Context: an optimization exercise on an open-source flow, tuned for small area. The choices shown serve that exercise and are no tape-out recipe.
In this exercise RTL edits were held to simulation tests only and were not proved equivalent to the original.
Power figures rest on the tool's default switching activity, not on a simulated workload.

==> flow/design.v <==
module icsp_ctrl (
    input  wire        clk,
    input  wire        rst,           
    input  wire        cmd_valid,
    input  wire [7:0]  cmd_op,
    input  wire [23:0] cmd_arg0,
    input  wire [15:0] cmd_arg1,
    output wire        cmd_ready,
    output reg         done,
    output wire [3:0]  cause,
    output wire [15:0] result,
    output wire [1:0]  session,
    output wire [1:0]  ident,
    output wire [15:0] devid,
    output wire [7:0]  cat_index,
    output wire [23:0] code_size,
    output wire [3:0]  erase_blocks,
    output wire [6:0]  wbuf_words,
    output wire        pgc_o,
    output wire        pgc_oe,
    output reg         pgd_o,      
    output wire        pgd_oe,
    input  wire        pgd_i,
    output wire        mclr_o,
    output wire        mclr_oe
);
    localparam [31:0] MAGIC_KEY = 32'h4D434850;
    localparam [7:0] OP_ENTER      = 8'h01,
                     OP_EXIT       = 8'h02,
                     OP_IDENTIFY   = 8'h03,
                     OP_SEND_CMD   = 8'h10,
                     OP_SEND_WORD  = 8'h11,
                     OP_READ_WORD  = 8'h12,
                     OP_SEND_INSN  = 8'h13,
                     OP_GOTO_ADDR  = 8'h14,
                     OP_GOTO_SHORT = 8'h15,
                     OP_ERASE_BLK  = 8'h22,
                     OP_EE_RD_CELL = 8'h44,
                     OP_EE_WR_CELL = 8'h45;
    localparam [3:0] O_ENTER = 4'd0, O_IDENT = 4'd1, O_CMD = 4'd2, O_WORD = 4'd3,
                     O_READ  = 4'd4, O_INSN  = 4'd5, O_GOTO = 4'd6, O_ERASE = 4'd7,
                     O_EERD  = 4'd8, O_EEWR  = 4'd9;
    localparam [3:0] S_IDLE  = 4'd0,
                     S_EN1   = 4'd1,    
                     S_EN2   = 4'd2,    
                     S_EN3   = 4'd3,    
                     S_EN4   = 4'd4,    
                     S_EN5   = 4'd5,    
                     S_EX1   = 4'd6,
                     S_EX2   = 4'd7,
                     S_HOLD  = 4'd8,
                     S_ISSUE = 4'd9,
                     S_OUT   = 4'd10,
                     S_GAP   = 4'd11,
                     S_TRN   = 4'd12,
                     S_IN    = 4'd13,
                     S_RGAP  = 4'd14,
                     S_END   = 4'd15;
    localparam [2:0] K_CMD = 3'd0, K_WORD = 3'd1, K_READ = 3'd2,
                     K_INSN = 3'd3, K_RTXN = 3'd4, K_KEY = 3'd5;
    localparam [1:0] P_CMD = 2'd0, P_WORD = 2'd1, P_RPAD = 2'd2, P_KEY = 2'd3;
    reg [3:0]  st;
    reg [6:0]  cnt;
    reg        ph2;           
    reg [3:0]  step;
    reg [3:0]  op;
    reg [23:0] a;             
    reg [7:0]  b;             
    reg [15:0] idr;           
    reg        idf;           
    reg        prog;          
    reg        lines_on;      
    reg [2:0]  cz;            
    reg        pgd_q;         
    reg [1:0]  rsel;          
    wire busy = (st != S_IDLE);
    assign cmd_ready = ~busy;
    reg        hit;
    reg [2:0]  k;
    always @(*) begin
        hit = 1'b1;
        k   = 3'd0;
        case (idr[15:5])
            11'h30C: k = 3'd0;    
            11'h30E: k = 3'd1;    
            11'h308: k = 3'd2;    
            11'h309: k = 3'd3;    
            11'h060: k = 3'd4;    
            11'h092: k = 3'd5;    
            default: hit = 1'b0;
        endcase
    end
    wire res = idf & hit;
    assign ident        = {idf & ~hit, res};
    assign devid        = idf ? idr : 16'd0;
    assign cat_index    = res ? {5'd0, k} : 8'hFF;
    assign code_size    = res ? {7'd0, k == 3'd1 || k == 3'd3 || k == 3'd4,
                                 k == 3'd0 || k == 3'd2, k == 3'd5, 14'd0} : 24'd0;
    assign erase_blocks = res ? ((k == 3'd4) ? 4'd8 : 4'd4) : 4'd0;
    assign wbuf_words   = res ? ((k[2]) ? 7'd32 : 7'd64) : 7'd0;
    assign session = {prog, busy && op == O_ENTER};
    assign cause   = {1'b0, cz};
    assign result  = (rsel == 2'd2) ? idr : {8'd0, rsel[0] ? b : 8'd0};
    wire in_read = (st == S_TRN) || (st == S_IN) || (st == S_RGAP);
    assign pgc_o   = ((st == S_OUT) && cnt[1]) || ((st == S_IN) && cnt[2:0] != 3'd7);
    assign pgc_oe  = lines_on;
    assign pgd_oe  = lines_on & ~in_read;
    assign mclr_o  = (prog && st != S_EX2) || st == S_EN2 || st == S_EN5;
    assign mclr_oe = prog || (session[0] && st != S_EN1);
    wire [3:0] r = cmd_arg0[3:0];
    reg  [2:0] issue_cause;
    always @(*) begin
        issue_cause = 3'd0;
        case (cmd_op)
            OP_ENTER:
                if (session != 2'd0) issue_cause = 3'd2;
            OP_EXIT, OP_SEND_CMD, OP_SEND_WORD, OP_READ_WORD, OP_SEND_INSN,
            OP_GOTO_ADDR, OP_GOTO_SHORT:
                if (!prog) issue_cause = 3'd2;
            OP_IDENTIFY:
                if (!prog || idf) issue_cause = 3'd2;
            OP_ERASE_BLK, OP_EE_RD_CELL, OP_EE_WR_CELL: begin
                if (!prog || !idf)
                    issue_cause = 3'd2;
                else if (!hit)
                    issue_cause = 3'd3;
                else if (cmd_op == OP_ERASE_BLK &&
                         (r > 4'd10 || (r >= 4'd7 && k != 3'd4)))
                    issue_cause = 3'd4;
            end
            default:
                issue_cause = 3'd1;
        endcase
    end
    reg [3:0] new_op;
    always @(*) begin
        case (cmd_op)
            OP_ENTER:      new_op = O_ENTER;
            OP_IDENTIFY:   new_op = O_IDENT;
            OP_SEND_CMD:   new_op = O_CMD;
            OP_SEND_WORD:  new_op = O_WORD;
            OP_READ_WORD:  new_op = O_READ;
            OP_SEND_INSN:  new_op = O_INSN;
            OP_ERASE_BLK:  new_op = O_ERASE;
            OP_EE_RD_CELL: new_op = O_EERD;
            OP_EE_WR_CELL: new_op = O_EEWR;
            default:       new_op = O_GOTO;
        endcase
    end
    localparam [255:0] T_GOTO  = {160'd0, 16'h6EF6, 16'h0E00, 16'h6EF7, 16'h0E00, 16'h6EF8, 16'h0E00};
    localparam [255:0] T_IDENT = {160'd0, 16'h6EF6, 16'h0EFE, 16'h6EF7, 16'h0EFF, 16'h6EF8, 16'h0E3F};
    localparam [255:0] T_ERASE = {48'd0, 16'h0000, 16'h0000, 16'h0000, 16'h6EF6, 16'h0E06, 16'h0000,
                                  16'h6EF6, 16'h0E05, 16'h0000,
                                  16'h6EF6, 16'h0E04, 16'h6EF7, 16'h0E00, 16'h6EF8, 16'h0E3C};
    localparam [255:0] T_EERD  = {16'h0000, 16'h0000, 16'h0000, 16'h0000, 16'h0000, 16'h0000,
                                  16'h0000, 16'h6EF5, 16'h5073, 16'h807F,
                                  16'h6E75, 16'h0E00, 16'h6E74, 16'h0E00, 16'h9C7F, 16'h9E7F};
    localparam [255:0] T_EEWR  = {16'h947F, 16'h947F, 16'h0000, 16'h0000, 16'h6EF5, 16'h507F,
                                  16'h827F, 16'h847F, 16'h6E73, 16'h0E00,
                                  16'h6E75, 16'h0E00, 16'h6E74, 16'h0E00, 16'h9C7F, 16'h9E7F};
    wire o_goto = (op == O_GOTO), o_ident = (op == O_IDENT), o_erase = (op == O_ERASE);
    wire o_eerd = (op == O_EERD), o_eewr = (op == O_EEWR);
    wire o_ee = o_eerd | o_eewr;
    wire o_wd = (op == O_WORD) | (op == O_INSN);
    wire [3:0] wi = cnt[5:2];           
    wire [2:0] i  = cnt[4:2];           
    wire [7:0] si = {step, 4'd0};
    wire cw_bit = o_goto  ? T_GOTO[si + wi]  :
                  o_ident ? T_IDENT[si + wi] :
                  o_erase ? T_ERASE[si + wi] :
                  o_eerd  ? T_EERD[si + wi]  :
                  o_eewr  ? T_EEWR[si + wi]  : 1'b0;
    wire [3:0] ra = a[3:0];
    wire tblwt = o_erase && (step == 4'd6 || step == 4'd9 || step == 4'd12);
    wire cbit = (step == 4'd6) ? ((i == 3'd2) ? (ra != 4'd2) : (i == 3'd0) ? (ra == 4'd1) : (i == 3'd1) && (ra == 4'd2)) :
                (step == 4'd9) ? (ra >= 4'd3 && ra - 4'd3 == {1'b0, i}) :
                                 (i == 3'd7);
    wire lo_d = (o_goto && step == 4'd0) ? a[16 + i] :
                ((o_goto && step == 4'd2) || (o_ee && step == 4'd4)) ? a[8 + i] :
                ((o_goto && step == 4'd4) || (o_ee && step == 4'd2)) ? a[i] :
                ((o_eewr && step == 4'd6) || o_wd) ? b[i] :
                tblwt ? cbit : 1'b0;
    wire hi_d = o_wd ? a[16 + i] : tblwt ? cbit : 1'b0;
    wire wbit = cw_bit | (cnt[5] ? hi_d : lo_d);
    wire rtxn = (o_ident && step[3:1] == 3'd3) || (o_eerd && step >= 4'd10) || (o_eewr && step == 4'd13);
    wire [2:0] sk = (op == O_ENTER) ? K_KEY : (op == O_CMD) ? K_CMD : (op == O_WORD) ? K_WORD :
                    (op == O_READ) ? K_READ : rtxn ? K_RTXN : K_INSN;
    wire [3:0] sc = (op == O_CMD || op == O_INSN) ? a[3:0] :
                    tblwt ? 4'hC : !rtxn ? 4'h0 : o_ident ? 4'h9 : 4'h2;
    wire [1:0] cur_ph = !ph2 ? ((sk == K_WORD) ? P_WORD :
                                (sk == K_READ) ? P_RPAD :
                                (sk == K_KEY)  ? P_KEY  : P_CMD)
                             : ((sk == K_INSN) ? P_WORD : P_RPAD);
    reg obit;
    always @(*) begin
        case (cur_ph)
            P_CMD:   obit = sc[cnt[3:2]];
            P_WORD:  obit = wbit;
            P_RPAD:  obit = 1'b0;
            default: obit = MAGIC_KEY[~cnt[6:2]];
        endcase
    end
    wire in_out = (st == S_OUT);
    always @(*) pgd_o = in_out ? obit : pgd_q;
    reg [6:0] msk;
    always @(*) begin
        msk = 7'd0;
        if (in_out)
            case (cur_ph)
                P_CMD:   msk = 7'b1110000;
                P_WORD:  msk = 7'b1000000;
                P_RPAD:  msk = 7'b1100000;
                default: msk = 7'b0000000;
            endcase
        else if (st == S_IN)
            msk = 7'b1000000;
    end
    wire term = &(cnt | msk);
    always @(posedge clk) begin
        cnt <= cnt + 7'd1;
        if (rst) begin
            st       <= S_IDLE;
            done     <= 1'b0;
            cz       <= 3'd0;
            rsel     <= 2'd0;
            prog     <= 1'b0;
            idf      <= 1'b0;
            lines_on <= 1'b0;
            pgd_q    <= 1'b0;
        end else begin
            done <= 1'b0;
            if (in_out) pgd_q <= obit;
            case (st)
                S_IDLE: begin
                    if (cmd_valid) begin
                        op   <= new_op;
                        step <= (cmd_op[4] & cmd_op[2] & cmd_op[0]) ? 4'd4 : 4'd0;
                        a    <= {(cmd_op[2] & ~cmd_op[0]) ? cmd_arg0[23:16] : cmd_arg1[15:8],
                                 cmd_arg0[15:0]};
                        b    <= cmd_arg1[7:0];
                        rsel <= 2'd0;
                        cz   <= issue_cause;
                        ph2  <= 1'b0;
                        if (issue_cause != 3'd0)
                            done <= 1'b1;
                        else if (cmd_op == OP_ENTER) begin
                            st  <= S_EN1;
                            cnt <= 7'd122;
                        end else if (cmd_op == OP_EXIT) begin
                            st  <= S_EX1;
                            cnt <= 7'd124;
                        end else
                            st <= S_ISSUE;
                    end
                end
                S_EN1: begin
                    lines_on <= 1'b1;
                    if (term) begin st <= S_EN2; cnt <= 7'd122; end
                end
                S_EN2: if (term) begin st <= S_EN3; cnt <= 7'd125; end
                S_EN3: if (term) st <= S_ISSUE;
                S_EN4: if (term) begin st <= S_EN5; cnt <= 7'd123; end
                S_EN5: if (term) begin
                    idf  <= 1'b0;
                    prog <= 1'b1;
                    done <= 1'b1;
                    st   <= S_IDLE;
                end
                S_EX1: begin
                    pgd_q <= 1'b0;
                    if (term) begin st <= S_EX2; cnt <= 7'd124; end
                end
                S_EX2: if (term) begin
                    prog <= 1'b0;
                    done <= 1'b1;
                    st   <= S_IDLE;
                end
                S_HOLD: if (term) begin
                    done <= 1'b1;
                    st   <= S_IDLE;
                end
                S_ISSUE: begin
                    cnt <= 7'd0;
                    st  <= S_OUT;
                end
                S_OUT: begin
                    if (term) begin
                        case (cur_ph)
                            P_CMD:   begin st <= S_GAP; cnt <= 7'd126; end
                            P_WORD:  begin st <= S_GAP; cnt <= 7'd125; end
                            P_RPAD:  begin st <= S_TRN; cnt <= 7'd126; end
                            default: st <= S_END;
                        endcase
                    end
                end
                S_GAP: begin
                    if (term) begin
                        if (!ph2 && (sk == K_INSN || sk == K_RTXN)) begin
                            ph2 <= 1'b1;
                            cnt <= 7'd0;
                            st  <= S_OUT;
                        end else
                            st <= S_END;
                    end
                end
                S_TRN: if (term) begin st <= S_IN; cnt <= 7'd3; end
                S_IN: begin
                    if (cnt[2:0] == 3'd4) begin
                        if (op == O_IDENT) idr <= {pgd_i, idr[15:1]};
                        else               b   <= {pgd_i, b[7:1]};
                    end
                    if (cnt[2:0] == 3'd7) cnt[1:0] <= 2'b11;
                    if (term) begin st <= S_RGAP; cnt <= 7'd125; end
                end
                S_RGAP: if (term) st <= S_END;
                S_END: begin
                    ph2 <= 1'b0;
                    st  <= S_ISSUE;
                    step <= step + 4'd1;
                    case (op)
                        O_ENTER: begin
                            st    <= S_EN4;
                            cnt   <= 7'd125;
                        end
                        O_IDENT: if (step == 4'd7) begin
                            idf  <= 1'b1;
                            done <= 1'b1;
                            st   <= S_IDLE;
                            if (!hit) begin
                                cz   <= 3'd3;
                                rsel <= 2'd2;
                            end
                        end
                        O_READ: begin
                            rsel <= 2'd1;
                            done <= 1'b1;
                            st   <= S_IDLE;
                        end
                        O_EERD: if (step == 4'd10) begin
                            rsel <= 2'd1;
                            done <= 1'b1;
                            st   <= S_IDLE;
                        end
                        O_EEWR: begin
                            if (step == 4'd14) begin
                                done <= 1'b1;
                                st   <= S_IDLE;
                            end else if (step == 4'd13) begin
                                if (b[1]) begin
                                    if (a[23:17] == 7'd0) begin
                                        cz   <= 3'd7;
                                        rsel <= 2'd1;
                                        done <= 1'b1;
                                        st   <= S_IDLE;
                                    end else begin
                                        a[23:16] <= a[23:16] - 8'd1;
                                        step     <= 4'd10;
                                    end
                                end
                            end
                        end
                        O_ERASE: if (step == 4'd14) begin
                            cnt   <= 7'd88;
                            st    <= S_HOLD;
                        end
                        O_GOTO: if (step == 4'd5) begin
                            done <= 1'b1;
                            st   <= S_IDLE;
                        end
                        default: begin
                            done <= 1'b1;
                            st   <= S_IDLE;
                        end
                    endcase
                end
                default: ;
            endcase
        end
    end
endmodule
==> flow/flow/run.sh <==
#!/bin/bash
set -euo pipefail
export BUFFER_PORTS_ARGS="-buffer_cell sky130_fd_sc_hd__buf_1"
bash standard.sh > standard_flow.log 2>&1
==> flow/standard.sh <==
#!/bin/bash
# synth_recipe.tcl (not shown) runs the flow's synth.tcl, then flattens the netlist and writes it again
# the make line also repeats each setting of config.mk as NAME=value (left out here)
make -C /OpenROAD-flow-scripts/flow DESIGN_CONFIG=/design/flow/config.mk WORK_HOME=/design/flow/orfs CLKGATE_MAP_FILE= SYNTH_SCRIPT=/design/flow/synth_recipe.tcl "${@:-finish}"
==> flow/config.mk <==
export PLATFORM = sky130hd
export DESIGN_NAME = icsp_ctrl
export DESIGN_NICKNAME = icsp_ctrl
export VERILOG_FILES = /design/flow/design.v
export SDC_FILE = /design/flow/constraint.sdc
export NUM_CORES = 4
export LEC_CHECK = 0
export ABC_AREA = 1
export CAP_MARGIN = 20
export CORE_MARGIN = 2
export CORE_UTILIZATION = 40
export CTS_BUF_LIST = sky130_fd_sc_hd__clkbuf_8
export SLEW_MARGIN = 20
==> flow/constraint.sdc <==
create_clock -name core_clock -period 10.0 [get_ports {clk}]
set_input_delay 2.0000 -clock core_clock [delete_from_list [all_inputs] [get_ports {clk}]]
set_output_delay 2.0000 -clock core_clock [all_outputs]
set_load 0.01 [all_outputs]
==> run_results.csv, run 1 <==
group,metric,value,unit
critical_path,crit_arrival,3580,ps
clock_network,cts-buffers-inserted,9,
finish,multi_input_area,4000,sq um
status,status,"timing/DRC/antenna clean",
critical_path,critical_path.cell_chain,"clkinv_1 -> ha_1 -> inv_1 -> nor2_1 -> inv_1 -> o21ai_0 -> o21ai_0 -> a21oi_1 -> nand2_1 -> nand2_1 -> nand2_1 -> nand2_1 -> nand2_1 -> nand2_1 -> nand2_1 -> nand2_1 -> nand2_1 -> nand2_1 -> nand2_1 -> inv_1 -> buf_1",
critical_path,worst_setup_path_end_kind,"primary output",
timing,period_share,55.8,%
global_routing,overflow,0,
timing,max-slew-margin-rel,39.7,%
timing,max_freq,179,MHz
timing,rsz0062_at_grt,"false",
critical_path,worst-r2r-setup-slack,6430,ps
pwr,pwr-share-seq,28.1,%
critical_path,critPathLaunchType,"flop",
global_routing,antenna_found_initial,0,
synth,synth_seq_cells,78,
synth,synth_top_area_share,24.5,%
clock_network,clock_latency,380,ps
finish,final_area,7690,sq um
finish,drive_gt1_share,7.83,%
synth,syn_area_per_cell,6.61,sq um
critical_path,r2r_end,"ph2$_DFFE_PP_",
pwr,switching_share,51.3,%
timing,setup_slack,4420,ps
synth,postSynth.asyncResetShare,0,%
pwr,internal-power,0.857,mW
placed_design,hpwl,16500,um
critical_path,path_class,"reg2out",
clock_network,hold_buffers,0,
critical_path,crit_fanout,16,
global_routing,grt_start_max_net_pins,29,
finish,diodes,0,
clock_network,cts.sinks,78,
detailed_routing,ant_nets,0,
detailed_routing,drtIter0Drc,607,
placed_design,port_buffers,113,
detailed_routing,via_count,7194,
floorplan,die_area,18500,sq um
floorplan,rows,48,
synth,syn_area,6990,sq um
critical_path,cp_slowest_stage_delay,730,ps
timing,hold_ws,464,ps
finish,nFillCells,1904,
floorplan,dieHeight,136,um
worst_hold_path,worstHoldPathType,"reg2reg",
synth,synth_ff_type,"edfxtp_1",
detailed_routing,via_per_inst,5.19,
detailed_routing,totalWireLength,21200,um
placed_design,placed_area,7490,sq um
floorplan,core_area,17200,sq um
clock_network,cts_buffer_depth,2,
finish,seq_area,2130,sq um
critical_path,rr_worst_depth,14,
synth,yosysSeqAreaShare,30.5,%
synth,yosys-top-cells-area,"edfxtp_1, nand2_1, inv_1, nor2_1, dfxtp_1",
synth,synth-edff-count,57,
clock_network,root_buffer,"clkbuf_8",
floorplan,pin_count,143,
pwr,netSwitchingPower,0.904,mW
timing,hold_viol,0,
critical_path,critPathMostFrequentCell,"nand2_1",
critical_path,cp_num_cells,21,
run,cap_violations,0,
global_routing,grt_pass1_wl,34100,um
clock_network,clkTransAtPathRegs,90,ps
finish,fin_nets,1226,
pwr,power.leakage,3.43,nW
placed_design,dpl_worst_slack,4940,ps
timing,setup_viol_count_final,0,
pwr,p_total,1.76,mW
pwr,powerDensity,229,nW/um^2
detailed_routing,drc,0,
synth,synth_area_leader_cell,"edfxtp_1",
synth,synth_warnings,1,
clock_network,cts_setup_buffers,0,
detailed_routing,drt-pass1-iter-count,5,
finish,fin_util,44.8,%
clock_network,cts_tree,"done",
synth,synthCells,1057,
timing,min_period,5580,ps
global_routing,grt_pass1_vias,6725,
timing,tightest_slew,897,ps
placed_design,gp_congestion,0.955,
synth,synth_cell_types,57,
floorplan,start_util,40.7,%
pwr,power_frac_clock,14.9,%
critical_path,crit_family,"buffers and inverters",
critical_path,crit_slowest_cell,"edfxtp_1",
critical_path,rr_startpoint,"step[0]$_SDFFCE_PN0P_",
detailed_routing,routedWlPerCell,15.2,um
timing,slew_viol_final,0,
pwr,peakVddDrop,97.9,uV
floorplan,die_width,136,um
critical_path,crit_buf_inv,5,
clock_network,cts_resized,0,
timing,skew,11.6,ps
global_routing,grt_use_total,23.3,%
pwr,pwr-share-comb,57.0,%
critical_path,cp.required,8000,ps
finish,instances_no_fill,1387,
critical_path,setup.worst_path.end,"pgd_o",
finish,synthToLayoutAreaGrowth,10.0,%
timing,tns,0,ps
critical_path,startpoint,"step[0]$_SDFFCE_PN0P_",
clock_network,h-tree-depth,3,
placed_design,place_inst,1371,
## cell usage in the layout (no fill, tap or decap), drive strengths merged, types with 5 or more instances in the layout
| master | Yosys | final |
|---|---|---|
| conb | 1 | 29 |
| nand2 | 250 | 250 |
| o22ai | 16 | 16 |
| inv | 155 | 158 |
| a211oi | 5 | 5 |
| dfxtp | 21 | 21 |
| nand3 | 79 | 79 |
| clkbuf | 12 | 9 |
| a21oi | 58 | 58 |
| a31oi | 6 | 6 |
| xor2 | 7 | 7 |
| nor2 | 142 | 142 |
| buf | 48 | 121 |
| ha | 17 | 17 |
| nor3 | 30 | 30 |
| o21ai | 88 | 88 |
| o211ai | 11 | 11 |
| clkinv | 3 | 5 |
| edfxtp | 57 | 57 |
| nand4 | 17 | 17 |
| nor4 | 5 | 5 |
## cell type report
type	instances	share of cell area, %
timing repair buffer	121	6.30
clock buffer	9	1.61
multi-input combinational	789	52.0
sequential	78	27.7
tap	225	3.66
inverter	158	7.71
clock inverter	7	1.04
## how the worst min path moves through the flow
stage / start / endpoint / slack [ps] / depth (start not counted)
floorplan: idr[1]$_DFFE_PP_ / idr[0]$_DFFE_PP_ / 450 / 0
global placement: cz[1]$_SDFFE_PP0P_ / cz[1]$_SDFFE_PP0P_ / 460 / 2
detailed placement: cz[0]$_SDFFE_PP0P_ / cz[0]$_SDFFE_PP0P_ / 460 / 2
CTS: cz[0]$_SDFFE_PP0P_ / cz[0]$_SDFFE_PP0P_ / 470 / 2
global route: cz[1]$_SDFFE_PP0P_ / cz[1]$_SDFFE_PP0P_ / 480 / 2
finish: cz[0]$_SDFFE_PP0P_ / cz[0]$_SDFFE_PP0P_ / 460 / 2
## worst reg2reg max path, cell delays in order, from the launching register on
cell and delay, ps:
edfxtp_1 730, clkinv_1 410, ha_1 340, inv_1 170
nand3_1 120, nand3_2 130, nand4_2 110, nand2_4 110
nand2_1 80, o21ai_2 100, nand2_1 100, nand3_1 140
nand3_4 220, o21ai_4 300, o2111a_1 230
## cell usage after synthesis, types with 2 or more instances
| master | number |
|---|---|
| nand3_1 | 73 |
| nor2_2 | 8 |
| o211ai_1 | 11 |
| nand4_1 | 13 |
| nand2_4 | 2 |
| o21ai_0 | 77 |
| buf_4 | 38 |
| o221ai_1 | 2 |
| o21bai_1 | 2 |
| edfxtp_1 | 57 |
| o22ai_1 | 16 |
| a21oi_1 | 54 |
| inv_1 | 141 |
| o21ai_2 | 3 |
| o21ai_1 | 7 |
| buf_2 | 7 |
| nor2_1 | 128 |
| a32oi_1 | 2 |
| dfxtp_1 | 21 |
| nand2_2 | 10 |
| or2_2 | 4 |
| nand4_2 | 4 |
| inv_2 | 14 |
| xor2_1 | 7 |
| xnor2_1 | 3 |
| nor2_4 | 6 |
| nand3_2 | 5 |
| nor3_2 | 2 |
| a21oi_2 | 3 |
| nor4_1 | 5 |
| o31ai_1 | 2 |
| a211oi_1 | 5 |
| ha_1 | 17 |
| clkinv_1 | 3 |
| buf_1 | 2 |
| clkbuf_1 | 12 |
| a31oi_1 | 6 |
| nor3_1 | 28 |
| o2bb2ai_1 | 2 |
| nand2_1 | 238 |
## cell families after synthesis
| kind of cell | share of synthesized area [%] |
|---|---|
| other cells | 0.0537 |
| xor+xnor | 1.25 |
| flops | 30.5 |
| fa+ha+maj | 3.04 |
| simple gates | 34.1 |
| buf+inv | 14.0 |
| mux | 0.143 |
| compound gates | 16.9 |
## registers in the layout, indices dropped and copies added, names as in the netlist, 2 cells and up
register / count
step: 4
op: 4
cz: 3
cnt: 7
st: 4
b: 8
rsel: 2
a: 24
idr: 16
## layer usage
| layer | up-vias | track usage [%] | routed length [um] |
|---|---|---|---|
| met2 | 244 | 39.0 | 9870 |
| met5 | - | 0 | 0 |
| met3 | 39 | 3.28 | 1130 |
| li1 | 3640 | - | - |
| met1 | 3271 | 31.0 | 9600 |
| met4 | 0 | 7.52 | 548 |
## power by group through the flow
stage / clock network (mW) / registers (mW) / logic [mW]
floorplan: 0 / 0.476 / 0.752
global placement: 0 / 0.502 / 0.994
detailed placement: 0 / 0.501 / 0.989
CTS: 0.267 / 0.494 / 0.996
global route: 0.277 / 0.504 / 1.13
finish: 0.262 / 0.496 / 1.00
==> inputs of run 2 (changes only) <==
--- a/flow/config.mk
+++ b/flow/config.mk
@@ -6,8 +6,6 @@
 export NUM_CORES = 4
 export LEC_CHECK = 0
-export ABC_AREA = 1
 export CAP_MARGIN = 20
 export CORE_MARGIN = 2
 export CORE_UTILIZATION = 40
-export CTS_BUF_LIST = sky130_fd_sc_hd__clkbuf_8
 export SLEW_MARGIN = 20
==> run 2 against run 1 <==
Effect of this change: still clean; maximum frequency is 3.4% lower; sequential share of layout area is 0.53 points lower; combinational power is 55% lower; clock power is 35% higher; global-route usage is 0.54 points lower; hold slack better by 15 ps; total power is 30% lower; design area is 2.0% higher; area after synthesis is 2.2% higher.
==> run_results.csv, run 2 <==
group,metric,value,unit
global_routing,grt_pass1_wl,33800,um
detailed_routing,ant_nets,0,
timing,rsz0062_at_grt,"false",
finish,drive_gt1_share,7.14,%
placed_design,port_buffers,113,
finish,largest_reg_flops,24,
critical_path,critPathMostFrequentCell,"o31ai_1",
critical_path,critical_path.cell_chain,"inv_1 -> ha_1 -> nor2b_1 -> a22oi_1 -> o311ai_1 -> o31ai_1 -> a211oi_1 -> o31ai_1 -> a21oi_1 -> buf_1",
global_routing,antenna_found_initial,0,
floorplan,rows,48,
finish,diodes,0,
global_routing,grt_most_used_layer,"met2",
clock_network,hold_buffers,0,
finish,final_common_cell,"buf_1",
synth,yosysMostFrequentCell,"nand2_1",
floorplan,pin_count,143,
synth,synth-edff-count,57,
finish,multi_input_area,4480,sq um
global_routing,grt_pass1_vias,6268,
synth,synth_warnings,1,
global_routing,grt_start_max_net_pins,37,
global_routing,overflow,0,
detailed_routing,drt-pass1-iter-count,6,
pwr,netSwitchingPower,0.462,mW
global_routing,met2_usage,34.9,%
critical_path,critPathLaunchType,"flop",
timing,min_period,5770,ps
floorplan,die_width,138,um
pwr,switching_share,37.2,%
timing,slew_viol_final,0,
clock_network,cts-buffers-inserted,9,
clock_network,cts_resized,0,
synth,postSynth.asyncResetShare,0,%
clock_network,cts_buffer_depth,2,
synth,syn_area_per_cell,8.10,sq um
timing,tns,0,ps
critical_path,cp_slowest_stage_delay,910,ps
synth,synth_top_area_share,24.0,%
global_routing,grt_use_met1,32.6,%
clock_network,clock_latency,350,ps
placed_design,gp_congestion,0.907,
timing,setup_viol_count_final,0,
placed_design,placed_area,7520,sq um
pwr,pwr-share-comb,36.5,%
floorplan,die_area,18900,sq um
finish,nFillCells,1760,
global_routing,grt_use_total,22.8,%
detailed_routing,drtIter0Drc,787,
synth,yosysSeqAreaShare,29.8,%
synth,synthCells,882,
detailed_routing,via_per_inst,5.88,
clock_network,cts_tree,"done",
floorplan,dieHeight,138,um
floorplan,core_area,17400,sq um
critical_path,crit_fanout,26,
synth,synth_area_leader_cell,"edfxtp_1",
timing,hold_ws,479,ps
detailed_routing,routedWlPerCell,18.2,um
critical_path,worst_setup_path_end_kind,"primary output",
pwr,powerDensity,158,nW/um^2
clock_network,h-tree-depth,3,
synth,synth_seq_cells,78,
placed_design,hpwl,15700,um
clock_network,clkTransAtPathRegs,60,ps
timing,period_share,57.7,%
status,status,"timing/DRC/antenna clean",
critical_path,crit_slowest_cell,"edfxtp_1",
pwr,power.leakage,2.72,nW
synth,syn_area,7140,sq um
clock_network,cts_setup_buffers,0,
timing,max_freq,173,MHz
finish,final_area,7840,sq um
finish,synthToLayoutAreaGrowth,9.76,%
global_routing,use_met3,3.94,%
finish,fin_nets,1017,
critical_path,crit_arrival,3770,ps
finish,fin_util,45.2,%
detailed_routing,via_count,6927,
clock_network,root_buffer,"clkbuf_16",
pwr,internal-power,0.778,mW
timing,hold_viol,0,
pwr,power_frac_clock,28.5,%
run,cap_violations,0,
synth,synth_cell_types,95,
pwr,pwr-share-seq,34.9,%
critical_path,cp.required,8000,ps
critical_path,path_class,"reg2out",
timing,tightest_slew,1200,ps
finish,final_cell_mix,"buf_1, nand2_1, nor2_1, edfxtp_1, a21oi_1",
timing,skew,8.05,ps
synth,yosys-top-cells-area,"edfxtp_1, dfxtp_1, nand2_1, nor2_1, buf_4",
worst_hold_path,worstHoldPathType,"reg2reg",
timing,max-slew-margin-rel,19.2,%
pwr,peakVddDrop,143,uV
synth,synth.top_cells.by_count,"nand2_1, nor2_1, edfxtp_1",
detailed_routing,drc,0,
finish,seq_area,2130,sq um
synth,synth_ff_type,"edfxtp_1",
pwr,p_total,1.24,mW
finish,max_flop_register,"a",
detailed_routing,totalWireLength,21400,um
floorplan,start_util,41.2,%
finish,reg.largest.list,"a: 24 flops, idr: 16 flops, b: 8 flops",
clock_network,cts.sinks,78,
run 2: worst paths after layout:
| check | slack (ps) | from | cells past startpoint | end |
|---|---|---|---|---|
| max | 4230 | step[0]$_SDFFCE_PN0P_ | 10 | pgd_o |
| min | 480 | idr[3]$_DFFE_PP_ | 0 | idr[2]$_DFFE_PP_ |
| max reg2reg | 6190 | step[0]$_SDFFCE_PN0P_ | 9 | st[1]$_SDFFE_PP0P_ |
| min reg2reg | 480 | idr[3]$_DFFE_PP_ | 0 | idr[2]$_DFFE_PP_ |
run 2: layout make-up:
class | count | area share [%]
Tap cell | 225 | 3.59
Multi-Input combinational cell | 703 | 57.1
Inverter | 31 | 1.48
Sequential cell | 78 | 27.2
Clock inverter | 6 | 1.10
Timing Repair Buffer | 125 | 6.56
Clock buffer | 10 | 2.92
run 2: per-stage QoR:
step | setup slack, ps | cells
CTS | 4250 | 1178
detailed placement | 4650 | 1162
global route | 3930 | 1178
finish | 4230 | 1178
global placement | 4700 | 1162
floorplan | 5140 | 910
run 2: cell families (layout without fill, tap and decap cells):
group,Yosys count,after routing,share of synthesized area [%]
other,1,29,0.0525
adders and majority gates,18,18,3.12
muxes,27,27,5.25
AOI/OAI and AO/OA,247,247,24.2
DFF,78,78,29.8
xor gates and xnor gates,20,20,2.45
and+or+nand+nor,362,362,26.1
buffers and inverters,129,172,9.02
run 2: worst max-delay path, delay by kind of cell (launching register included):
family / cells / cell delay (ps)
fa+ha+maj: 1 / 400
compound gates: 6 / 1450
buf+inv: 2 / 480
simple gates: 1 / 180
flops: 1 / 910
run 2: routing by layer:
metal	vias up	routed length, um
li1	3344	-
met1	3260	9800
met2	289	9780
met3	34	1450
met4	0	405
met5	-	0
run 2: power groups by stage:
stage / Combinational [mW] / Sequential [mW] / Clock, mW
finish: 0.453 / 0.433 / 0.354
global route: 0.500 / 0.438 / 0.371
CTS: 0.447 / 0.433 / 0.361
detailed placement: 0.445 / 0.439 / 0
global placement: 0.446 / 0.440 / 0
floorplan: 0.353 / 0.417 / 0
==> inputs of run 3 (changes only) <==
==> flow/run.sh (new file) <==
#!/bin/bash
# synth_recipe.tcl (not shown) runs the flow's synth.tcl, then flattens the netlist and writes it again
# the make line also repeats each setting of config.mk as NAME=value (left out here)
make -C /OpenROAD-flow-scripts/flow DESIGN_CONFIG=/design/flow/config.mk WORK_HOME=/design/flow/orfs CLKGATE_MAP_FILE= SYNTH_SCRIPT=/design/flow/synth_recipe.tcl finish
removed: flow/flow/run.sh
removed: flow/standard.sh
==> run 3 against run 2 <==
Effect of this change: wire length grew 4.7%; still clean; largest power group unchanged; first-iteration DRC count shrank 12%; worst setup slack lost 260 ps; final cell count is the same; critical path type unchanged; global-route usage grew 0.93 points; clock power grew 4%; via count grew 2.0%; sequential cell count is the same; largest cell class unchanged.
==> run_results.csv, run 3 <==
group,metric,value,unit
timing,hold_viol,0,
clock_network,clock_latency,350,ps
global_routing,grt_pass1_vias,6411,
placed_design,port_buffers,113,
synth,synth_area_leader_cell,"edfxtp_1",
critical_path,worst-r2r-setup-slack,6300,ps
timing,min_period,6030,ps
critical_path,rr_worst_depth,9,
global_routing,antenna_found_initial,0,
synth,synth-edff-count,57,
clock_network,cts_tree,"done",
timing,setup_viol_count_final,0,
synth,synth_seq_cells,78,
critical_path,rr_startpoint,"step[0]$_SDFFCE_PN0P_",
timing,skew,8.85,ps
pwr,powerDensity,150,nW/um^2
detailed_routing,via_count,7066,
floorplan,die_width,138,um
timing,period_share,60.3,%
critical_path,worst_setup_path_end_kind,"primary output",
synth,yosys-top-cells-area,"edfxtp_1, dfxtp_1, nand2_1, nor2_1, buf_4",
finish,max_flop_register,"a",
clock_network,cts-buffers-inserted,9,
timing,rsz0062_at_grt,"false",
placed_design,gp_congestion,0.923,
detailed_routing,drc,0,
critical_path,crit_fanout,19,
synth,synth_ff_type,"edfxtp_1",
finish,largest_reg_flops,24,
worst_hold_path,worstHoldPathType,"reg2reg",
detailed_routing,via_per_inst,6.00,
timing,setup_slack,3970,ps
synth,yosysSeqAreaShare,29.8,%
placed_design,dpl_worst_slack,4420,ps
critical_path,r2r_end,"st[1]$_SDFFE_PP0P_",
detailed_routing,drt-pass1-iter-count,6,
critical_path,critPathLaunchType,"flop",
synth,synth_warnings,1,
critical_path,cp.required,8000,ps
floorplan,dieHeight,138,um
placed_design,hpwl,16200,um
clock_network,cts.sinks,78,
finish,reg.largest.list,"a: 24 flops, idr: 16 flops, b: 8 flops",
clock_network,clkTransAtPathRegs,70,ps
global_routing,grt_start_max_net_pins,37,
synth,syn_area,7140,sq um
status,status,"timing/DRC/antenna clean",
finish,synthToLayoutAreaGrowth,19.9,%
finish,final_cell_mix,"clkdlybuf4s50_1, nand2_1, nor2_1, edfxtp_1, a21oi_1",
synth,synth.top_cells.by_count,"nand2_1, nor2_1, edfxtp_1",
detailed_routing,ant_nets,0,
floorplan,die_area,18900,sq um
clock_network,root_buffer,"clkbuf_16",
synth,synthCells,882,
run,cap_violations,0,
finish,drive_gt1_share,7.35,%
critical_path,crit_arrival,4030,ps
worst_hold_path,hold_depth,0,
floorplan,start_util,41.2,%
finish,diodes,0,
timing,tns,0,ps
pwr,power.leakage,3.01,nW
critical_path,path_class,"reg2out",
timing,max-slew-margin-rel,28.2,%
timing,slew_viol_final,0,
worst_hold_path,hold_start,"idr[3]$_DFFE_PP_",
clock_network,hold_buffers,0,
detailed_routing,drtIter0Drc,695,
detailed_routing,totalWireLength,22400,um
finish,final_common_cell,"clkdlybuf4s50_1",
finish,fin_nets,1017,
global_routing,overflow,0,
pwr,peakVddDrop,103,uV
clock_network,cts_setup_buffers,0,
floorplan,rows,48,
synth,synth_cell_types,95,
clock_network,cts_buffer_depth,2,
global_routing,grt_pass1_wl,34900,um
synth,syn_area_per_cell,8.10,sq um
worst_hold_path,min_to,"idr[2]$_DFFE_PP_",
floorplan,pin_count,143,
timing,max_freq,166,MHz
timing,tightest_slew,1080,ps
clock_network,cts_resized,0,
floorplan,core_area,17400,sq um
synth,synth_top_area_share,24.0,%
synth,postSynth.asyncResetShare,0,%
global_routing,grt_use_total,23.7,%
detailed_routing,routedWlPerCell,19.0,um
synth,yosysMostFrequentCell,"nand2_1",
clock_network,h-tree-depth,3,
## run 3: cell counts after synthesis
Identical to the previous run, type by type.
## run 3: critical path, cell delays in order (launching register included)
cell and delay, ps:
edfxtp_1 790, clkinv_1 470, ha_1 340, and2_1 180
a22oi_1 240, nor2_1 60, a31oi_1 160, nor2_1 50
a211oi_1 460, o31ai_1 200, a21oi_1 170, clkdlybuf4s50_1 550
## run 3: logic make-up (layout without fill, tap and decap cells)
| kind of cell | after synthesis | count (layout) | share of synthesized area (%) |
|---|---|---|---|
| fa+ha+maj | 18 | 18 | 3.12 |
| mux | 27 | 27 | 5.25 |
| flops | 78 | 78 | 29.8 |
| simple gates | 362 | 362 | 26.1 |
| buf+inv | 129 | 172 | 9.02 |
| xor+xnor | 20 | 20 | 2.45 |
| other cells | 1 | 29 | 0.0525 |
| compound gates | 247 | 247 | 24.2 |
## run 3: area by class of cell
type                            count  area, sq um
Tap cell                          225          282
Clock inverter                      7          103
Timing Repair Buffer              125         1220
Fill cell                        1722         8790
Sequential cell                    78         2130
Clock buffer                        9          225
Multi-Input combinational cell    703         4490
Inverter                           31          116
## run 3: where the power goes
group | leakage, nW | switching, mW | internal, mW | total, mW
combinational | 2.16 | 0.286 | 0.204 | 0.489
sequential | 0.696 | 0.0442 | 0.385 | 0.430
clock | 0.157 | 0.147 | 0.222 | 0.369
## run 3: layer usage
metal	track usage, %	vias to the layer above	share of wire, %
li1	-	3345	-
met1	33.5	3387	45
met2	37.1	303	46
met3	3.83	31	6.5
met4	7.22	0	2.2
met5	0	-	0
## run 3: how the worst max path moves through the flow
stage,end,cells after the start,start,slack (ps)
final,pgd_o,11,step[1]$_SDFFCE_PN0P_,3970
after global routing,pgd_o,10,step[0]$_SDFFCE_PN0P_,3710
after CTS,pgd_o,11,step[0]$_SDFFCE_PN0P_,4050
after detailed placement,pgd_o,11,step[0]$_SDFFCE_PN0P_,4420
after global placement,pgd_o,11,step[0]$_SDFFCE_PN0P_,4430
after floorplan,pgd_o,12,cnt[2]$_DFF_P_,5140
## run 3: stage by stage
stage | area, sq um | hold slack (ps) | util [%] | total power [mW] | cells
global placement | 8230 | 456 | 47.4 | 0.917 | 1162
detailed placement | 8230 | 463 | 47.4 | 0.915 | 1162
global route | 8570 | 496 | 49.4 | 1.35 | 1178
finish | 8570 | 475 | 49.4 | 1.29 | 1178
CTS | 8560 | 477 | 49.3 | 1.28 | 1178
floorplan | 7250 | 424 | - | 0.770 | 910
==> inputs of run 4 (changes only) <==
==> flow/flow/run.sh (new file) <==
#!/bin/bash
set -euo pipefail
W=$PWD
export AREA_ABC_SCRIPT=$W/flow/area.abc
export FLOW_SYNTH_TCL=$W/synth_recipe.tcl
export BUFFER_PORTS_ARGS="-buffer_cell sky130_fd_sc_hd__buf_1"
export SKIP_REPAIR_TIE_FANOUT=1
export CTS_ARGS="-sink_clustering_enable -repair_clock_nets -dont_use_dummy_load -sink_clustering_size 20 -sink_clustering_max_diameter 200 -buf_list sky130_fd_sc_hd__clkbuf_8"
sed "s#SYNTH_SCRIPT=[^ ]*#SYNTH_SCRIPT=$W/flow/area_synth.tcl#" standard.sh > area_standard.sh
grep -q "SYNTH_SCRIPT=$W/flow/area_synth.tcl" area_standard.sh
bash area_standard.sh > standard_flow.log 2>&1
==> flow/flow/area.abc (new file) <==
strash
&get -n
&fraig -x
&put
dc2
dc2
strash
&get -n
&dch -f
&nf -R 1000
&put
strash
dc2
&get -n
&dch -f
&nf -R 1000
&put
==> flow/flow/area_synth.tcl (new file) <==
# The standard synthesis script, with only the ABC script of its
# technology-mapping step replaced by flow/area.abc (area-oriented).
proc abc {args} {
  set i [lsearch -exact $args -script]
  if {$i >= 0} {
    set args [lreplace $args $i [expr {$i + 1}] -script $::env(AREA_ABC_SCRIPT)]
  }
  yosys abc {*}$args
}
source $::env(FLOW_SYNTH_TCL)
==> flow/standard.sh (new file) <==
#!/bin/bash
# synth_recipe.tcl (not shown) runs the flow's synth.tcl, then flattens the netlist and writes it again
# the make line also repeats each setting of config.mk as NAME=value (left out here)
make -C /OpenROAD-flow-scripts/flow DESIGN_CONFIG=/design/flow/config.mk WORK_HOME=/design/flow/orfs CLKGATE_MAP_FILE= SYNTH_SCRIPT=/design/flow/synth_recipe.tcl "${@:-finish}"
--- a/flow/config.mk
+++ b/flow/config.mk
@@ -9,3 +9,4 @@
 export CORE_MARGIN = 2
 export CORE_UTILIZATION = 40
+export CTS_BUF_LIST = sky130_fd_sc_hd__clkbuf_8
 export SLEW_MARGIN = 20
removed: flow/run.sh
==> run 4 against run 3 <==
Effect of this change: clock skew grew 17 ps; global-route usage about the same; total power shrank 4.9%; critical path type unchanged; critical endpoint unchanged; largest power group unchanged.
==> run_results.csv, run 4 <==
group,metric,value,unit
status,status,"timing/DRC/antenna clean",
synth,synthXorXnorAreaFrac,1.90,%
critical_path,critPathMostFrequentCell,"o21ai_0",
finish,final_cell_mix,"nor2_1, buf_1, nand2_1, o21ai_0, a21oi_1",
clock_network,clkTransAtPathRegs,80,ps
synth,synth_fa_ha_area_share,3.54,%
global_routing,grt_use_total,23.7,%
finish,final_common_cell,"nor2_1",
worst_hold_path,worstHoldPathType,"reg2reg",
detailed_routing,routedWlPerCell,18.1,um
detailed_routing,drc,0,
critical_path,r2r_end,"pgd_q$_SDFF_PP0_",
critical_path,cp_slowest_stage_delay,820,ps
critical_path,crit_buf_inv,2,
clock_network,cts_buffer_depth,2,
floorplan,start_util,41.2,%
critical_path,rr_worst_depth,14,
critical_path,critical_path.cell_chain,"clkinv_1 -> ha_1 -> nor2b_1 -> o21ai_0 -> o21ai_0 -> or3_1 -> a21oi_1 -> o311ai_0 -> o21ai_0 -> a211o_1 -> nand3_1 -> a31oi_1 -> buf_1",
synth,synth-edff-count,57,
finish,max_flop_register,"a",
critical_path,worst_setup_path_end_kind,"primary output",
finish,drive_gt1_share,2.80,%
run,cap_violations,0,
timing,hold_viol,0,
global_routing,overflow,0,
clock_network,clock_latency,380,ps
critical_path,crit_fanout,17,
clock_network,cts_setup_buffers,0,
finish,nFillCells,1483,
floorplan,dieHeight,127,um
global_routing,antenna_found_initial,0,
clock_network,h-tree-depth,3,
synth,synth_top_area_share,28.5,%
synth,synth_ff_type,"edfxtp_1",
critical_path,worst-r2r-setup-slack,5660,ps
detailed_routing,ant_nets,0,
clock_network,root_buffer,"clkbuf_8",
floorplan,rows,44,
synth,yosys.area_share.simple,28.9,%
timing,tightest_slew,773,ps
finish,reg.largest.list,"a: 24 flops, idr: 16 flops, b: 8 flops",
clock_network,cts-buffers-inserted,9,
global_routing,grt_pass1_vias,5649,
placed_design,port_buffers,113,
finish,synthToLayoutAreaGrowth,10.2,%
timing,setup_slack,3340,ps
timing,hold_ws,490,ps
timing,setup_viol_count_final,0,
clock_network,cts_resized,0,
timing,skew,25.5,ps
timing,period_share,66.6,%
synth,synth.top_cells.by_count,"nor2_1, nand2_1, o21ai_0",
worst_hold_path,hold_start,"idr[1]$_DFFE_PP_",
detailed_routing,totalWireLength,18800,um
timing,max-slew-margin-rel,48.4,%
critical_path,crit_slowest_cell,"dfxtp_1",
critical_path,rr_startpoint,"cnt[2]$_DFF_P_",
worst_hold_path,hold_depth,0,
timing,slew_viol_final,0,
detailed_routing,drt-pass1-iter-count,6,
synth,yosysMostFrequentCell,"nor2_1",
critical_path,path_class,"reg2out",
pwr,powerDensity,185,nW/um^2
synth,synth_top_family_by_area,"simple AND/OR/NAND/NOR gates",
global_routing,grt_pass1_wl,30400,um
synth,synth_warnings,1,
floorplan,core_area,14600,sq um
detailed_routing,via_per_inst,5.93,
placed_design,gp_congestion,0.926,
synth,postSynth.asyncResetShare,0,%
clock_network,cts.sinks,78,
synth,synth_area_leader_cell,"edfxtp_1",
synth,yosysSeqAreaShare,35.5,%
floorplan,pin_count,143,
synth,syn_area_per_cell,7.91,sq um
finish,fin_nets,929,
finish,diodes,0,
timing,rsz0062_at_grt,"false",
finish,instances_no_fill,1042,
clock_network,hold_buffers,0,
synth,synth-compound-area-share,22.6,%
timing,min_period,6660,ps
critical_path,critPathLaunchType,"flop",
detailed_routing,via_count,6182,
synth,synth_cell_types,56,
timing,tns,0,ps
pwr,peakVddDrop,106,uV
floorplan,die_area,16000,sq um
synth,yosys-top-cells-area,"edfxtp_1, nor2_1, dfxtp_1, o21ai_0, nand2_1",
floorplan,die_width,127,um
placed_design,dpl_worst_slack,3780,ps
worst_hold_path,min_to,"idr[0]$_DFFE_PP_",
synth,synth_mux_area_share,2.04,%
synth,synthCells,760,
synth,syn_area,6010,sq um
clock_network,cts_tree,"done",
detailed_routing,drtIter0Drc,579,
timing,max_freq,150,MHz
global_routing,grt_start_max_net_pins,30,
critical_path,crit_family,"compound AO/OA/AOI/OAI gates",
placed_design,hpwl,14000,um
finish,largest_reg_flops,24,
placed_design,place_inst,1033,
synth,synth_seq_cells,78,
critical_path,cp.required,8000,ps
critical_path,crit_arrival,4660,ps
pwr,power.leakage,2.30,nW
run 4: cell count changes after synthesis, moves of 16 or more:
cell / delta
and2_0: +31
and2_1: -28
clkbuf_1: -46
clkinv_1: +16
inv_1: -27
nand2_1: -24
nor2_1: +48
o21ai_0: +18
run 4: logic make-up (layout without fill, tap and decap cells):
family | after synthesis | in the layout
compound gates | 217 | 217
mux | 11 | 11
simple gates | 370 | 370
flops | 78 | 78
xor+xnor | 13 | 13
other cells | 1 | 1
buf+inv | 53 | 151
fa+ha+maj | 17 | 17
run 4: layout make-up:
cell class                 instances  area [sq um]  share of cell area, %
clock buffer                       9           124                   1.87
inverter                          18          67.6                   1.02
multi-input combinational        629          3560                   53.8
sequential                        78          2130                   32.2
tap                              184           230                   3.48
timing repair buffer             124           507                   7.65
run 4: worst max-delay path by stage:
stage / to / slack (ps) / cells past startpoint / start
after floorplan: pgd_o / 4770 / 12 / cnt[2]$_DFF_P_
after global placement: pgd_o / 3820 / 13 / cnt[2]$_DFF_P_
after detailed placement: pgd_o / 3780 / 13 / cnt[2]$_DFF_P_
after CTS: pgd_o / 3370 / 13 / cnt[2]$_DFF_P_
after global routing: pgd_o / 2970 / 13 / cnt[2]$_DFF_P_
final: pgd_o / 3340 / 13 / cnt[2]$_DFF_P_
run 4: worst reg2reg max path, cell delays in order (launching register included):
cell and delay [ps]:
dfxtp_1 820, clkinv_1 550, ha_1 400, nor2b_1 160, o21ai_0 590, o21ai_0 280
or3_1 370, a21oi_1 170, o311ai_0 140, o21ai_0 180, a211o_1 170, nand3_1 90
a31oi_1 210, nand2_1 80, nor2_1 70
run 4: routing by layer:
metal  wire length (um)  global-route usage, %
met1               8460                   33.2
met2               8570                   37.6
met3               1410                   3.25
met4                401                   7.95
met5                  0                      0
run 4: report_power, final:
part           total (mW)  internal (mW)  switching, mW
clock network       0.190         0.0805          0.109
logic               0.540          0.197          0.343
registers           0.495          0.406         0.0888
total                1.22          0.683          0.542
run 4: metrics by stage:
step / util, % / power, mW / instance area (sq um)
2_1_floorplan: - / 0.860 / 6010
3_3_place_gp: 44.5 / 1.04 / 6490
3_5_place_dp: 44.5 / 1.03 / 6490
4_1_cts: 45.3 / 1.22 / 6610
5_1_grt: 45.4 / 1.31 / 6620
6_report: 45.4 / 1.22 / 6620
==> inputs of run 5 (changes only) <==
==> flow/flow/run.sh (replaced) <==
#!/bin/bash
set -euo pipefail
W=$PWD
export AREA_ABC_SCRIPT=$W/flow/area.abc
export FLOW_SYNTH_TCL=$W/synth_recipe.tcl
export BUFFER_PORTS_ARGS="-buffer_cell sky130_fd_sc_hd__buf_1"
export SKIP_REPAIR_TIE_FANOUT=1
export CTS_ARGS="-sink_clustering_enable -repair_clock_nets -dont_use_dummy_load -sink_clustering_size 40 -sink_clustering_max_diameter 300 -buf_list sky130_fd_sc_hd__clkbuf_16"
sed "s#SYNTH_SCRIPT=[^ ]*#SYNTH_SCRIPT=$W/flow/area_synth.tcl#" standard.sh > area_standard.sh
grep -q "SYNTH_SCRIPT=$W/flow/area_synth.tcl" area_standard.sh
bash area_standard.sh > standard_flow.log 2>&1
==> run 5 against run 4 <==
Effect of this change: die area did not move; combinational power barely moved; core utilization rose by 0.69 points; final cell count did not move; largest power group unchanged; area after synthesis did not move; synthesized cell count did not move; clock skew fell by 9.0 ps; sequential power barely moved; critical path depth did not move; wire length rose by 0.45%; critical endpoint unchanged.
==> run_results.csv, run 5 <==
group,metric,value,unit
finish,drive_gt1_share,2.80,%
finish,max_flop_register,"a",
synth,synth_cell_types,56,
timing,min_period,6670,ps
pwr,powerDensity,196,nW/um^2
detailed_routing,drtIter0Drc,645,
floorplan,dieHeight,127,um
clock_network,cts_buffer_depth,2,
synth,yosysSeqAreaShare,35.5,%
critical_path,critPathLaunchType,"flop",
floorplan,die_area,16000,sq um
critical_path,path_class,"reg2out",
clock_network,cts_tree,"done",
synth,synth_area_leader_cell,"edfxtp_1",
detailed_routing,drc,0,
clock_network,cts-buffers-inserted,9,
floorplan,pin_count,143,
clock_network,cts.sinks,78,
floorplan,core_area,14600,sq um
finish,final_common_cell,"nor2_1",
global_routing,antenna_found_initial,0,
timing,hold_viol,0,
critical_path,crit_fanout,17,
clock_network,h-tree-depth,3,
detailed_routing,routedWlPerCell,18.2,um
clock_network,root_buffer,"clkbuf_16",
synth,syn_area,6010,sq um
pwr,pwr-share-seq,37.7,%
detailed_routing,ant_nets,0,
pwr,internal-power,0.762,mW
synth,synthCells,760,
clock_network,clkTransAtPathRegs,60,ps
floorplan,start_util,41.2,%
critical_path,crit_arrival,4670,ps
timing,tightest_slew,818,ps
critical_path,cp.required,8000,ps
synth,synth_top_area_share,28.5,%
finish,fin_nets,929,
pwr,switching_share,42.2,%
worst_hold_path,worstHoldPathType,"reg2reg",
global_routing,grt_pass1_vias,5649,
timing,hold_ws,483,ps
global_routing,grt_pass1_wl,30400,um
synth,synth_ff_type,"edfxtp_1",
finish,synthToLayoutAreaGrowth,11.9,%
finish,instances_no_fill,1042,
finish,largest_reg_flops,24,
pwr,power.leakage,2.35,nW
finish,multi_input_area,3560,sq um
timing,tns,0,ps
synth,synth.top_cells.by_count,"nor2_1, nand2_1, o21ai_0",
timing,max_freq,150,MHz
placed_design,gp_congestion,0.926,
synth,synth_seq_cells,78,
run,cap_violations,0,
clock_network,cts_setup_buffers,0,
synth,yosys-top-cells-area,"edfxtp_1, nor2_1, dfxtp_1, o21ai_0, nand2_1",
detailed_routing,via_per_inst,5.90,
clock_network,clock_latency,350,ps
critical_path,worst_setup_path_end_kind,"primary output",
pwr,pwr-share-comb,41.2,%
timing,max-slew-margin-rel,45.4,%
synth,syn_area_per_cell,7.91,sq um
timing,rsz0062_at_grt,"false",
pwr,peakVddDrop,128,uV
finish,seq_area,2130,sq um
timing,skew,16.5,ps
finish,final_cell_mix,"nor2_1, buf_1, nand2_1, o21ai_0, a21oi_1",
floorplan,die_width,127,um
synth,synth_warnings,1,
finish,diodes,0,
pwr,power_frac_clock,21.2,%
detailed_routing,drt-pass1-iter-count,5,
pwr,netSwitchingPower,0.555,mW
placed_design,port_buffers,113,
global_routing,grt_start_max_net_pins,30,
timing,setup_viol_count_final,0,
synth,yosysMostFrequentCell,"nor2_1",
detailed_routing,totalWireLength,18900,um
status,status,"timing/DRC/antenna clean",
finish,reg.largest.list,"a: 24 flops, idr: 16 flops, b: 8 flops",
placed_design,hpwl,14000,um
timing,slew_viol_final,0,
timing,period_share,66.7,%
clock_network,hold_buffers,0,
floorplan,rows,44,
global_routing,overflow,0,
global_routing,grt_use_total,23.7,%
synth,postSynth.asyncResetShare,0,%
placed_design,place_inst,1033,
clock_network,cts_resized,0,
detailed_routing,via_count,6151,
finish,nFillCells,1478,
synth,synth-edff-count,57,
run 5: cell counts after synthesis:
No cell type changed its count.
run 5: through the flow:
step           instance area (sq um)  utilization (%)  power, mW  worst slack (ps)
2_1_floorplan                   6010                -      0.860              4770
3_3_place_gp                    6490             44.5       1.04              3820
3_5_place_dp                    6490             44.5       1.03              3780
4_1_cts                         6720             46.0       1.31              3400
5_1_grt                         6720             46.1       1.40              2980
6_report                        6720             46.1       1.32              3330
run 5: critical path: stages, from the launching register on:
cell      delay, ps
dfxtp_1         850
clkinv_1        560
ha_1            400
nor2b_1         160
o21ai_0         600
o21ai_0         280
or3_1           360
a21oi_1         160
o311ai_0        130
o21ai_0         180
a211o_1         170
nand3_1          90
a31oi_1         210
buf_1           170
run 5: final cells by class:
type | instances | area share [%]
Clock buffer | 9 | 3.35
Sequential cell | 78 | 31.7
Inverter | 18 | 1.01
Timing Repair Buffer | 124 | 7.54
Tap cell | 184 | 3.42
Multi-Input combinational cell | 629 | 53.0
run 5: final timing paths:
| check | end | slack, ps | startpoint | cells past startpoint |
|---|---|---|---|---|
| hold reg to reg | idr[3]$_DFFE_PP_ | 480 | idr[4]$_DFFE_PP_ | 0 |
| hold / removal | idr[3]$_DFFE_PP_ | 480 | idr[4]$_DFFE_PP_ | 0 |
| setup reg to reg | pgd_q$_SDFF_PP0_ | 5630 | cnt[2]$_DFF_P_ | 14 |
| setup / recovery | pgd_o | 3330 | cnt[2]$_DFF_P_ | 13 |
run 5: kinds of logic after synthesis:
group	after synthesis	share of synthesized area, %
xor gates and xnor gates	13	1.90
other	1	0.0624
adders and majority gates	17	3.54
and+or+nand+nor	370	28.9
AOI/OAI and AO/OA	217	22.6
buffers and inverters	53	5.50
muxes	11	2.04
DFF	78	35.5
run 5: routing by layer:
layer / up-vias / global-route usage (%) / wire (um)
met3: 25 / 3.29 / 1400
met4: 0 / 8.14 / 412
met1: 2877 / 33.4 / 8510
met5: - / 0 / 0
li1: 2983 / - / -
met2: 266 / 37.4 / 8610
run 5: power groups by stage:
stage | clock network [mW] | registers (mW) | logic [mW]
2_1_floorplan | 0 | 0.479 | 0.380
3_3_place_gp | 0 | 0.501 | 0.536
3_5_place_dp | 0 | 0.500 | 0.529
4_1_cts | 0.284 | 0.494 | 0.533
5_1_grt | 0.296 | 0.505 | 0.602
6_report | 0.279 | 0.496 | 0.542
==> inputs of run 6 (changes only) <==
==> flow/flow/run.sh (replaced) <==
#!/bin/bash
set -euo pipefail
W=$PWD
export AREA_ABC_SCRIPT=$W/flow/area.abc
export FLOW_SYNTH_TCL=$W/synth_recipe.tcl
export BUFFER_PORTS_ARGS="-buffer_cell sky130_fd_sc_hd__buf_1"
sed "s#SYNTH_SCRIPT=[^ ]*#SYNTH_SCRIPT=$W/flow/area_synth.tcl#" standard.sh > area_standard.sh
grep -q "SYNTH_SCRIPT=$W/flow/area_synth.tcl" area_standard.sh
bash area_standard.sh > standard_flow.log 2>&1
==> run 6 against run 5 <==
Effect of this change: global-route usage is 0.21 points higher; critical endpoint unchanged; combinational power is essentially flat; final cell count grew 3.3%; highest routed layer unchanged; clock skew is 3.3 ps lower; sequential share of layout area fell by 0.33 points; sequential cell count did not move; clock power decreased by 11%; die area unchanged; still clean; area after synthesis stayed put; via count up 1.2%; total power shrank 2.1%.
==> run_results.csv, run 6 <==
group,metric,value,unit
clock_network,clock_latency,380,ps
clock_network,hold_buffers,0,
synth,synthCells,760,
finish,largest_reg_flops,24,
timing,tightest_slew,850,ps
global_routing,overflow,0,
timing,slew_viol_final,0,
critical_path,critPathLaunchType,"flop",
clock_network,cts-buffers-inserted,9,
clock_network,cts.sinks,78,
synth,yosys-top-cells-area,"edfxtp_1, nor2_1, dfxtp_1, o21ai_0, nand2_1",
finish,fin_util,46.6,%
synth,postSynth.asyncResetShare,0,%
critical_path,crit_slowest_cell,"dfxtp_1",
placed_design,gp_congestion,0.977,
clock_network,cts_setup_buffers,0,
placed_design,hpwl,14400,um
timing,hold_viol,0,
finish,final_common_cell,"nor2_1",
critical_path,rr_startpoint,"cnt[2]$_DFF_P_",
finish,final_area,6790,sq um
detailed_routing,ant_nets,0,
synth,synth.top_cells.by_count,"nor2_1, nand2_1, o21ai_0",
synth,syn_area,6010,sq um
critical_path,r2r_end,"pgd_q$_SDFF_PP0_",
detailed_routing,via_per_inst,5.78,
floorplan,die_area,16000,sq um
timing,max_freq,145,MHz
worst_hold_path,hold_start,"idr[4]$_DFFE_PP_",
global_routing,antenna_found_initial,0,
floorplan,die_width,127,um
finish,reg.largest.list,"a: 24 flops, idr: 16 flops, b: 8 flops",
critical_path,crit_arrival,4910,ps
floorplan,core_area,14600,sq um
global_routing,grt_start_max_net_pins,30,
timing,rsz0062_at_grt,"false",
pwr,peakVddDrop,95.1,uV
clock_network,clkTransAtPathRegs,90,ps
detailed_routing,drc,0,
detailed_routing,via_count,6223,
critical_path,path_class,"reg2out",
critical_path,crit_fanout,17,
floorplan,pin_count,143,
synth,synth_area_leader_cell,"edfxtp_1",
timing,setup_slack,3090,ps
finish,fin_nets,956,
global_routing,grt_use_met1,32.9,%
finish,diodes,0,
clock_network,cts_resized,0,
detailed_routing,routedWlPerCell,17.9,um
synth,synth_seq_cells,78,
finish,synthToLayoutAreaGrowth,13.1,%
critical_path,rr_worst_depth,14,
global_routing,met2_usage,37.7,%
pwr,power.leakage,2.41,nW
detailed_routing,drtIter0Drc,714,
synth,synth_cell_types,56,
synth,synth_top_area_share,28.5,%
floorplan,rows,44,
synth,synth_ff_type,"edfxtp_1",
finish,instances_no_fill,1076,
global_routing,grt_most_used_layer,"met2",
detailed_routing,totalWireLength,19300,um
global_routing,grt_pass1_vias,5733,
synth,synth-edff-count,57,
clock_network,cts_tree,"done",
pwr,powerDensity,190,nW/um^2
synth,synth_warnings,1,
critical_path,cp.required,8000,ps
finish,final_cell_mix,"nor2_1, buf_1, nand2_1, o21ai_0, a21oi_1",
synth,yosysSeqAreaShare,35.5,%
worst_hold_path,worstHoldPathType,"reg2reg",
timing,tns,0,ps
timing,min_period,6910,ps
clock_network,root_buffer,"clkbuf_8",
status,status,"timing/DRC/antenna clean",
placed_design,place_inst,1060,
finish,max_flop_register,"a",
timing,setup_viol_count_final,0,
global_routing,grt_pass1_wl,30400,um
floorplan,start_util,41.2,%
floorplan,dieHeight,127,um
timing,period_share,69.1,%
critical_path,critPathMostFrequentCell,"o21ai_0",
critical_path,critical_path.cell_chain,"clkinv_1 -> ha_1 -> nor2b_1 -> o21ai_0 -> o21ai_0 -> or3_1 -> a21oi_1 -> o311ai_0 -> o21ai_0 -> a211o_1 -> nand3_1 -> a31oi_1 -> buf_1",
timing,max-slew-margin-rel,42.8,%
placed_design,port_buffers,113,
placed_design,dpl_worst_slack,3640,ps
worst_hold_path,hold_depth,0,
finish,drive_gt1_share,3.25,%
placed_design,placed_area,6590,sq um
timing,skew,13.2,ps
clock_network,cts_buffer_depth,2,
run,cap_violations,0,
clock_network,h-tree-depth,3,
critical_path,worst_setup_path_end_kind,"primary output",
synth,syn_area_per_cell,7.91,sq um
global_routing,use_met3,4.89,%
critical_path,cp_slowest_stage_delay,810,ps
synth,yosysMostFrequentCell,"nor2_1",
worst_hold_path,min_to,"idr[3]$_DFFE_PP_",
detailed_routing,drt-pass1-iter-count,5,
critical_path,worst-r2r-setup-slack,5440,ps
global_routing,grt_use_total,23.9,%
==> run 6: cell families (layout without fill, tap and decap cells) <==
logic type               count (synthesis)  after routing  share of synthesized area (%)
AND/OR/NAND/NOR                        370            370                           28.9
other                                    1             29                         0.0624
adder cells (fa/ha/maj)                 17             17                           3.54
multiplexers                            11             11                           2.04
XOR/XNOR                                13             13                           1.90
flip-flops                              78             78                           35.5
buffers and inverters                   53            157                           5.50
AO/OA/AOI/OAI                          217            217                           22.6
==> run 6: per-stage QoR <==
| step | power [mW] | hold slack, ps |
|---|---|---|
| global route | 1.38 | 505 |
| detailed placement | 1.03 | 460 |
| CTS | 1.28 | 482 |
| finish | 1.29 | 486 |
| global placement | 1.04 | 457 |
| floorplan | 0.860 | 444 |
==> run 6: layout make-up <==
cell class                 count  area (sq um)
fill                        1490          7800
multi-input combinational    657          3670
clock inverter                 7          73.8
inverter                      18          67.6
tap                          184           230
sequential                    78          2130
clock buffer                   9           124
timing repair buffer         123           499
==> run 6: worst max path at each step <==
stage                        start    end  slack (ps)
floorplan           cnt[2]$_DFF_P_  pgd_o        4770
global placement    cnt[2]$_DFF_P_  pgd_o        3890
detailed placement  cnt[2]$_DFF_P_  pgd_o        3640
CTS                 cnt[2]$_DFF_P_  pgd_o        3170
global route        cnt[2]$_DFF_P_  pgd_o        2670
finish              cnt[2]$_DFF_P_  pgd_o        3090
==> run 6: worst max-delay path: cells and delay by family (launching register included) <==
kind                     cells  cell delay [ps]
AO/OA/AOI/OAI                7             1920
flip-flops                   1              810
buffers and inverters        2              740
AND/OR/NAND/NOR              3              640
adder cells (fa/ha/maj)      1              410
==> run 6: per-layer routing <==
metal	routed length (um)	vias to the layer above
met5	0	-
met4	450	0
met3	1460	39
met2	8810	311
met1	8570	2875
li1	-	2998
==> run 6: report_power, final <==
| group | internal (mW) | leakage, nW | switching, mW |
|---|---|---|---|
| Combinational | 0.197 | 1.63 | 0.345 |
| Sequential | 0.406 | 0.693 | 0.0923 |
| Clock | 0.116 | 0.0933 | 0.134 |
| Total | 0.718 | 2.41 | 0.571 |

port drivers added, routing unchanged:
The results above use ideal ports. As a check the final layouts listed here were re-extracted and re-timed, cells and wires unchanged.
Step 1 assumes that a clkbuf_16 drives the clock port and a buf_2 every other input.
Step 2 times the ports against the registers' clock, not the clock port: input delays grow and output delays shrink by t, the midpoint of the rising clock arrivals with the driver on.
a / b / c = ideal / step 1 / step 2; a / b = the first two.
run | shift t [ns] | setup slack, ns | worst setup path at the end | latest minus earliest clock arrival (ns) | worst slew at a driven data input, ns
run 1 | 0.411 | 4.422 / 4.381 / 4.792 | register to output | 0.011 / 0.011 | 0.04
run 2 | 0.387 | 4.226 / 4.185 / 4.572 | register to output | 0.008 / 0.008 | 0.05
run 3 | 0.389 | 3.967 / 3.921 / 4.310 | register to output | 0.009 / 0.009 | 0.06
run 4 | 0.401 | 3.345 / 3.306 / 3.708 | register to output | 0.025 / 0.025 | 0.05
run 5 | 0.385 | 3.329 / 3.284 / 3.668 | register to output | 0.016 / 0.017 | 0.05
run 6 | 0.415 | 3.088 / 3.049 / 3.464 | register to output | 0.013 / 0.013 | 0.05
After both steps setup and hold are still met in every run listed.
